From an optimization exercise on the open Yosys and OpenROAD flow, aimed at small area; shortcuts taken in it are not production practice. Only simulation tests tie the RTL to the original design; equivalence was not proved. Power and IR drop assume default switching activity.

<file path="flow/design.v">
module debounce_ctl (
    input  wire        clk,
    input  wire        rst,
    input  wire        in_valid,
    output wire        in_ready,
    input  wire [7:0]  op,
    input  wire [31:0] period,
    input  wire [9:0]  sample,
    input  wire [31:0] num,
    input  wire [31:0] den,
    input  wire        pin_init,
    output reg         resp_valid,
    output reg         resp_ok,
    output reg         ev_reset,
    output reg         ev_reset_warm,
    output reg         ev_persist,
    output wire [7:0]  persist_val,
    output reg         ev_pulse,
    output reg         ev_diag_liveness,
    output reg         ev_diag_count,
    output wire [8:0]  diag_n,
    output reg         ev_diag_lockdown,
    output reg         ev_act,
    output reg         ev_ind,
    output reg         ev_rearm,
    output reg         act,
    output reg         ind,
    output reg         locked,
    output reg         pwm_valid,
    output wire [31:0] pwm_on,
    output wire [31:0] pwm_off
);
    localparam [1:0] FG_IDLE = 2'd0, FG_READY = 2'd1, FG_ON = 2'd2, FG_OFF = 2'd3;
    localparam [4:0] F_NONE = 5'd0,
                     F_E0 = 5'd1, F_E1 = 5'd2, F_E2 = 5'd3,
                     F_D0 = 5'd4, F_D1 = 5'd5, F_D2 = 5'd6,
                     F_L0 = 5'd7,
                     F_W0 = 5'd8,  F_W1 = 5'd9,  F_W2 = 5'd10, F_W3 = 5'd11, F_W4 = 5'd12,
                     F_W5 = 5'd13, F_W6 = 5'd14, F_W7 = 5'd15, F_W8 = 5'd16;
    localparam [2:0] S_IDLE = 3'd0, S_MUL = 3'd1, S_DIV = 3'd2, S_FIN = 3'd3, S_TAKE = 3'd4;
    reg        booted;
    reg        pin_level;
    reg        edge_en, edge_pend;
    reg        deb_armed, deb_pend;
    reg [1:0]  deb_count;
    reg [2:0]  tc;              
    reg        wdt_pend;
    reg        liv_armed, liv_pend;
    reg        liv_count;
    reg        pwm_enabled;
    reg [1:0]  fg;
    reg [4:0]  fs;
    reg        store_valid;
    reg [2:0]  store_val;       
    reg [31:0] P, ON, R;
    reg [2:0]  state;
    reg [4:0]  cnt;
    assign persist_val = {5'd0, store_val};
    assign diag_n      = {6'd0, tc};
    assign pwm_on      = ON;
    assign pwm_off     = R;
    wire fg_free  = (fs == F_NONE) && (fg == FG_IDLE);
    wire sampled  = (op == 8'h24);
    wire in_range = (den != 32'd0) && !num[31] && (num <= den);
    wire split    = booted && fg_free && pwm_enabled &&
                    (sampled || (op == 8'h25 && in_range));
    assign in_ready = (state == S_TAKE) || (state == S_IDLE && !split);
    wire take = in_valid && in_ready;
    wire [31:0] a = sampled ? {22'd0, sample} : num;
    wire [31:0] d = sampled ? 32'd1023 : den;
    wire        pbit = P[cnt];
    reg  [32:0] ax, ay;
    reg         acin;
    always @* begin
        case (state)
        S_MUL:   begin ax = {1'b0, R};        ay = {1'b0, pbit ? a : 32'd0}; acin = 1'b0; end
        S_DIV:   begin ax = {R, ON[31]};      ay = ~{1'b0, d};               acin = 1'b1; end
        default: begin ax = {1'b0, P};        ay = ~{1'b0, ON};              acin = 1'b1; end
        endcase
    end
    wire [33:0] sum = {1'b0, ax} + {1'b0, ay} + {33'd0, acin};
    wire        ge  = sum[33];
    always @(posedge clk) begin
        case (state)
        S_IDLE: if (in_valid && split) begin
            R   <= {1'b0, d[31:1]};
            cnt <= 5'd0;
        end
        S_MUL: begin
            R   <= sum[32:1];
            ON  <= {sum[0], ON[31:1]};
            cnt <= cnt + 5'd1;
        end
        S_DIV: begin
            R   <= ge ? sum[31:0] : ax[31:0];
            ON  <= {ON[30:0], ge};
            cnt <= cnt + 5'd1;
        end
        S_FIN: begin
            R   <= sum[31:0];
        end
        default: ;
        endcase
        if (take && !rst && op == 8'h20 && booted && fg_free)
            P <= period;
        if (take && !rst && (op == 8'h00 || op == 8'h01))
            P <= 32'd1000;
    end
    always @(posedge clk) begin
        if (rst) begin
            state       <= S_IDLE;
            booted      <= 1'b0;
            store_valid <= 1'b0;
            act         <= 1'b0;
            ind         <= 1'b0;
            locked      <= 1'b0;
            pwm_valid   <= 1'b0;
            resp_valid  <= 1'b0;
        end else begin
            resp_valid       <= 1'b0;
            resp_ok          <= 1'b0;
            ev_reset         <= 1'b0;
            ev_reset_warm    <= 1'b0;
            ev_persist       <= 1'b0;
            ev_pulse         <= 1'b0;
            ev_diag_liveness <= 1'b0;
            ev_diag_count    <= 1'b0;
            ev_diag_lockdown <= 1'b0;
            ev_act           <= 1'b0;
            ev_ind           <= 1'b0;
            ev_rearm         <= 1'b0;
            case (state)
            S_IDLE: if (in_valid && split) state <= S_MUL;
            S_MUL:  if (cnt == 5'd31) state <= S_DIV;
            S_DIV:  if (cnt == 5'd31) state <= S_FIN;
            S_FIN:  state <= S_TAKE;
            default: if (in_valid) state <= S_IDLE;
            endcase
            if (take) begin
                resp_valid <= 1'b1;
                if (op == 8'h00 || op == 8'h01) begin
                    resp_ok       <= 1'b1;
                    ev_reset      <= 1'b1;
                    ev_reset_warm <= op[0];
                    booted        <= 1'b1;
                    pin_level     <= pin_init;
                    edge_en       <= 1'b1;
                    edge_pend     <= 1'b0;
                    deb_armed     <= 1'b0;
                    deb_count     <= 2'd0;
                    deb_pend      <= 1'b0;
                    locked        <= 1'b0;
                    wdt_pend      <= 1'b0;
                    liv_armed     <= 1'b0;
                    liv_count     <= 1'b0;
                    liv_pend      <= 1'b0;
                    ind           <= 1'b0;
                    pwm_enabled   <= 1'b1;
                    pwm_valid     <= 1'b0;
                    act           <= 1'b0;
                    fg            <= FG_IDLE;
                    fs            <= F_NONE;
                    if (!op[0]) begin
                        tc          <= 3'd0;
                        store_valid <= 1'b1;
                        store_val   <= 3'd0;
                        ev_persist  <= 1'b1;
                    end else begin
                        tc <= store_valid ? store_val : 3'd0;
                    end
                end else if (booted) begin
                    case (op)
                    8'h10, 8'h18: begin
                        resp_ok   <= 1'b1;
                        pin_level <= !pin_level;
                        if (edge_en || op[3]) edge_pend <= 1'b1;
                    end
                    8'h11: begin resp_ok <= 1'b1; deb_pend <= 1'b1; end
                    8'h12: begin resp_ok <= 1'b1; liv_pend <= 1'b1; end
                    8'h13: begin resp_ok <= 1'b1; wdt_pend <= 1'b1; end
                    8'h14: begin resp_ok <= 1'b1; store_valid <= 1'b0; end
                    8'h20: if (fg_free) begin
                        resp_ok   <= 1'b1;
                        pwm_valid <= 1'b0;
                    end
                    8'h21: if (fg_free) begin
                        resp_ok     <= 1'b1;
                        pwm_enabled <= 1'b1;
                    end
                    8'h22: if (fg_free) begin
                        resp_ok     <= 1'b1;
                        pwm_enabled <= 1'b0;
                        act         <= 1'b0;
                        ev_act      <= 1'b1;
                    end
                    8'h23: if (fg_free) begin
                        resp_ok <= 1'b1;
                        if (pwm_enabled) begin
                            pwm_enabled <= 1'b0;
                            act         <= 1'b0;
                            ev_act      <= 1'b1;
                        end else begin
                            pwm_enabled <= 1'b1;
                        end
                    end
                    8'h24, 8'h25: if (fg_free) begin
                        resp_ok <= 1'b1;
                        if (state == S_TAKE) begin
                            pwm_valid <= 1'b1;
                            fg        <= FG_READY;
                        end
                    end
                    8'h26: if (fs == F_NONE && fg == FG_READY) begin
                        resp_ok <= 1'b1;
                        act     <= 1'b1;
                        ev_act  <= 1'b1;
                        fg      <= FG_ON;
                    end
                    8'h27: if (fs == F_NONE && fg == FG_ON) begin
                        resp_ok <= 1'b1;
                        act     <= 1'b0;
                        ev_act  <= 1'b1;
                        fg      <= FG_OFF;
                    end
                    8'h28: if (fs == F_NONE && fg == FG_OFF) begin
                        resp_ok <= 1'b1;
                        fg      <= FG_IDLE;
                    end
                    8'h30: if (edge_pend && edge_en && fs == F_NONE) begin
                        resp_ok   <= 1'b1;
                        edge_pend <= 1'b0;
                        fs        <= F_E0;
                    end
                    8'h31: if (deb_pend && deb_armed && fs == F_NONE) begin
                        resp_ok  <= 1'b1;
                        deb_pend <= 1'b0;
                        fs       <= F_D0;
                    end
                    8'h32: if (liv_pend && liv_armed && fs == F_NONE) begin
                        resp_ok  <= 1'b1;
                        liv_pend <= 1'b0;
                        fs       <= F_L0;
                    end
                    8'h33: if (wdt_pend && fs == F_NONE) begin
                        resp_ok  <= 1'b1;
                        wdt_pend <= 1'b0;
                        fs       <= F_W0;
                    end
                    8'h3F: if (fs != F_NONE) begin
                        resp_ok <= 1'b1;
                        case (fs)
                        F_E0: begin edge_en <= 1'b0; fs <= F_E1; end
                        F_E1: begin deb_armed <= 1'b1; deb_count <= 2'd0; fs <= F_E2; end
                        F_E2: begin
                            ev_pulse         <= pin_level;
                            ev_diag_liveness <= pin_level;
                            fs               <= F_NONE;
                        end
                        F_D0: begin
                            if (deb_count == 2'd2) begin
                                deb_count <= 2'd0;
                                fs        <= F_D1;
                            end else begin
                                deb_count <= deb_count + 2'd1;
                                fs        <= F_NONE;
                            end
                        end
                        F_D1: begin edge_en <= 1'b1; fs <= F_D2; end
                        F_D2: begin deb_armed <= 1'b0; fs <= F_NONE; end
                        F_L0: begin
                            if (liv_count) begin
                                liv_count <= 1'b0;
                                ind       <= !ind;
                                ev_ind    <= 1'b1;
                            end else begin
                                liv_count <= 1'b1;
                            end
                            fs <= F_NONE;
                        end
                        F_W0: begin
                            if (locked) begin
                                fs <= F_W8;
                            end else begin
                                tc <= tc + 3'd1;
                                fs <= F_W1;
                            end
                        end
                        F_W1: begin ev_diag_count <= 1'b1; fs <= F_W2; end
                        F_W2: begin
                            if (tc != 3'd5) begin
                                store_valid <= 1'b1;
                                store_val   <= tc;
                                ev_persist  <= 1'b1;
                                fs          <= F_W8;
                            end else begin
                                locked <= 1'b1;
                                fs     <= F_W3;
                            end
                        end
                        F_W3: begin ev_diag_lockdown <= 1'b1; fs <= F_W4; end
                        F_W4: begin edge_en <= 1'b0; fs <= F_W5; end
                        F_W5: begin deb_armed <= 1'b0; deb_count <= 2'd0; fs <= F_W6; end
                        F_W6: begin
                            pwm_enabled <= 1'b0;
                            act         <= 1'b0;
                            ev_act      <= 1'b1;
                            fs          <= F_W7;
                        end
                        F_W7: begin liv_armed <= 1'b1; liv_count <= 1'b0; fs <= F_W8; end
                        default: begin ev_rearm <= 1'b1; fs <= F_NONE; end
                        endcase
                    end
                    default: ;
                    endcase
                end
            end
        end
    end
endmodule
</file>
<file path="flow/run.sh">
#!/bin/bash
# synth_recipe.tcl (not shown) runs the flow's synth.tcl, then flattens the netlist and writes it again
# the make line also repeats each setting of config.mk as NAME=value (left out here)
make -C /OpenROAD-flow-scripts/flow DESIGN_CONFIG=/design/flow/config.mk WORK_HOME=/design/flow/orfs CLKGATE_MAP_FILE= SYNTH_SCRIPT=/design/flow/synth_recipe.tcl finish
</file>
<file path="flow/config.mk">
export PLATFORM = sky130hd
export DESIGN_NAME = debounce_ctl
export DESIGN_NICKNAME = debounce_ctl
export VERILOG_FILES = /design/flow/design.v
export SDC_FILE = /design/flow/constraint.sdc
export NUM_CORES = 4
export LEC_CHECK = 0
export CAP_MARGIN = 20
export CORE_MARGIN = 2
export CORE_UTILIZATION = 40
export SLEW_MARGIN = 20
</file>
<file path="flow/constraint.sdc">
create_clock -name core_clock -period 10.0 [get_ports {clk}]
set_input_delay 2.0000 -clock core_clock [delete_from_list [all_inputs] [get_ports {clk}]]
set_output_delay 2.0000 -clock core_clock [all_outputs]
set_load 0.01 [all_outputs]
</file>
==> flow_metrics.tcl <==
set metrics [dict create \
    finalPower_mw 1.48 \
    placed_area_sq_mm 0.0144 \
    clock_skew_ps 16.8 \
    cp-start-kind "input port" \
    syn_area_per_cell_sq_um 8.06 \
    io_buffer_count 204 \
    pin_count 216 \
    power_density_mw_per_mm2 98.5 \
    hold_path.class "flip-flop to flip-flop" \
    finish.instance_area_sq_mm 0.0150 \
    netlist_top_cells_area "edfxtp_1, a21oi_1, nand2_1" \
    n_fill_cell 2867 \
    vias_per_cell 6.21 \
    max_stage_delay_ps 820 \
    die_area_sq_mm 0.0315 \
    synth_edf_count 104 \
    synth_top_area_share 0.259 \
    first_pass_iters 8 \
    cts_sinks 146 \
    cp.required_ps 10290 \
    areaGrowthSynthToFinish_pct 24.4 \
    holdWs_ps 482 \
    yosysTopAreaCell "edfxtp_1" \
    synthCells 1494 \
    wl_per_cell_um 22.7 \
    slowest_stage "nor2_2" \
    p_leak_nw 5.69 \
    grt_first_pass_wirelength_mm 69.5 \
    cts_hold_repair.buffers 0 \
    numCtsBuffers 17 \
    chipHeight_um 177 \
    core_sq_mm 0.0296 \
    ys_types 86 \
    setup_violations 0 \
    hold_viol_final 0 \
    outcome "no timing/DRC/antenna violations" \
    cp.arrival_ps 8200 \
    critPathBufInv 2 \
    path_cells "clkdlybuf4s50_1 -> nand3b_2 -> nor3b_4 -> nand2_1 -> buf_4 -> nand2_1 -> o21ai_0 -> a221oi_1 -> a21oi_1 -> ha_1 -> and2_1 -> a221oi_1 -> a211oi_2 -> a221oi_2 -> o21ai_4 -> nor2_2 -> a221o_1 -> a21oi_1 -> a21oi_1" \
    drive_above_1_share 0.0689 \
    clockBufferDepth 2 \
    yosys_register_bits 146 \
    cp-end-kind "flip-flop" \
    grt_pass1_vias 11643 \
    clock_latency_ps 450 \
    ctsResizeCount 0 \
    path_class "input port to flip-flop" \
    cts_htree_levels 4 \
    reg2reg_from "state[1]" \
    grt_overflow 0 \
    crit_start "op[4]" \
    post-route-drc-count 0 \
    min_period_ps 7910 \
    post-route-period-util 0.791 \
    relSlewSlack 0.305 \
    regArea_sq_mm 0.00397 \
    die_w_um 177 \
    fin_nets 1830 \
    antennaDiodeCount 0 \
    synthFlopType "edfxtp_1" \
    crit_fanout 23 \
    synth_area_sq_mm 0.0120 \
    cts_tree "done" \
    clock_tree.root_cell "clkbuf_16" \
    crit_family "simple AND/OR/NAND/NOR gates" \
    grt_max_degree 59 \
    drv_slew 0 \
    setup_ws_ps 2090 \
    row_count 63 \
    maxCapViolCount 0 \
    synthArstFlopShare 0 \
    antenna_found_initial 0 \
    cts_setup_buffers 0 \
    rsz0062_at_grt "no" \
    dp_slack_ps 1840 \
    multiInputGateArea_sq_mm 0.00744 \
    hpwl_mm 35.3 \
    fmax_mhz 126 \
    cpMostUsedCell "a21oi_1" \
    final_antenna_net_count 0 \
    ir_drop_mv 0.110 \
    yosysSeqAreaShare 0.329 \
    ys_warn_count 1 \
    detail_route.iter0.violations 1394 \
    path_clk_slew_ps 80 \
    wl_mm 46.4 \
    start_util 0.406 \
    via_count 12701 \
    gp_congestion 0.951 \
    worstMarginPinSlew_ps 1040 \
    hold_start "pwm_valid" \
    tns_ps 0 \
    grt_use_total 0.288 \
]
-- layout make-up --
type | instances | share of cell area
multi-input cells | 1184 | 0.497
flip-flops and latches | 146 | 0.265
repair buffers | 226 | 0.149
well taps | 390 | 0.0326
clock buffers | 18 | 0.0286
inverters | 67 | 0.0168
clock inverters | 14 | 0.0114
-- cell usage in the layout, fill, tap and decap left out, drive strengths merged, types with 16 or more instances in the layout --
master and count:
a21o 16, nand3 38, a221oi 30, a21oi 193
buf 22, edfxtp 104, inv 72, nand2 238
or3 27, a221o 16, a211oi 23, nor2 94
a22oi 18, dfxtp 42, nor3 49, clkdlybuf4s50 204
a31oi 18, o21ai 95, xnor2 22, nand4 21
clkbuf 18, ha 68
-- per-stage QoR --
stage / util / cells
final: 0.505 / 2045
after CTS: 0.505 / 2044
after global placement: 0.484 / 2011
after floorplan: - / 1504
after global routing: 0.505 / 2045
after detailed placement: 0.484 / 2012
-- kinds of logic after synthesis --
family	count (synthesis)	share of synthesized area
flip-flops	146	0.329
AO/OA/AOI/OAI	508	0.274
multiplexers	21	0.0281
XOR/XNOR	32	0.0233
AND/OR/NAND/NOR	542	0.211
other	1	0.000311
adder cells (fa/ha/maj)	70	0.0740
buffers and inverters	174	0.0601
-- power by group --
group          switching [mW]  internal [mW]
combinational          0.0774         0.0752
clock                   0.316          0.358
sequential            0.00354          0.645
-- routing by layer --
metal	vias to the layer above	global-route usage	routed length (um)
met2	722	0.436	20300
met5	-	0	0
li1	5885	-	-
met1	6013	0.421	20600
met3	81	0.0473	4340
met4	0	0.0850	1140
-- cell usage after synthesis, drive strengths merged (4+ instances only) --
| cell type | instances |
|---|---|
| nor4 | 15 |
| xnor2 | 22 |
| nand3b | 7 |
| o21ai | 95 |
| o21a | 5 |
| nand4 | 21 |
| nor3 | 49 |
| a221o | 16 |
| mux2i | 9 |
| a221oi | 30 |
| o22ai | 11 |
| o22a | 6 |
| a21oi | 193 |
| xor2 | 10 |
| o211ai | 11 |
| and3 | 7 |
| a31oi | 18 |
| o32ai | 15 |
| dfxtp | 42 |
| nand3 | 38 |
| a21o | 16 |
| clkbuf | 76 |
| or2 | 8 |
| a21boi | 4 |
| a222oi | 5 |
| nor2b | 9 |
| and2 | 8 |
| nor2 | 94 |
| buf | 31 |
| inv | 66 |
| a211oi | 23 |
| edfxtp | 104 |
| mux4 | 10 |
| a22oi | 18 |
| nand2b | 7 |
| ha | 68 |
| or4 | 4 |
| or3 | 27 |
| o221a | 6 |
| nand2 | 238 |
| o21bai | 6 |
-- final timing paths --
kind / to / slack, ps / cells past startpoint
setup / recovery: R[8] / 2090 / 19
hold / removal: pwm_valid / 480 / 2
setup reg to reg: R[8] / 3470 / 18
hold reg to reg: pwm_valid / 480 / 2
-- worst reg2reg max path: cells and delay by family, from the launching register on --
family / cells / cell delay [ps]
flops: 1 / 640
fa+ha+maj: 1 / 350
compound gates: 11 / 2710
buf+inv: 3 / 1530
simple gates: 3 / 1150
-- registers in the layout (all words and copies together), names as in the netlist, 2 cells and up --
signal and cells:
R 32, fs 5, store_val 3, cnt 5
ON 32, tc 3, deb_count 2, fg 2
state 3, P 32

[afterwards: timing with drivers on the ports]
The flow's constraints put no driver on any port. The routed layout listed below was extracted and timed again, unchanged, in two steps. Step 1, drivers: a clkbuf_16 drives clk and a buf_2 each remaining input, both assumed. Step 2 times the ports against the registers' clock, not the clock port: input delays grow and output delays shrink by t, the midpoint of the rising clock arrivals with the driver on. a / b / c = ideal ports / drivers / drivers and shift; a / b = the first two.
t (ns): 0.488
setup WS [ns]: 2.089 / 2.118 / 1.630
latest minus earliest clock arrival (ns): 0.016 / 0.016
After both steps this run still meets setup and hold. For this run, drivers alone change the setup slack by +0.029 ns; drivers and shift together by -0.459 ns.
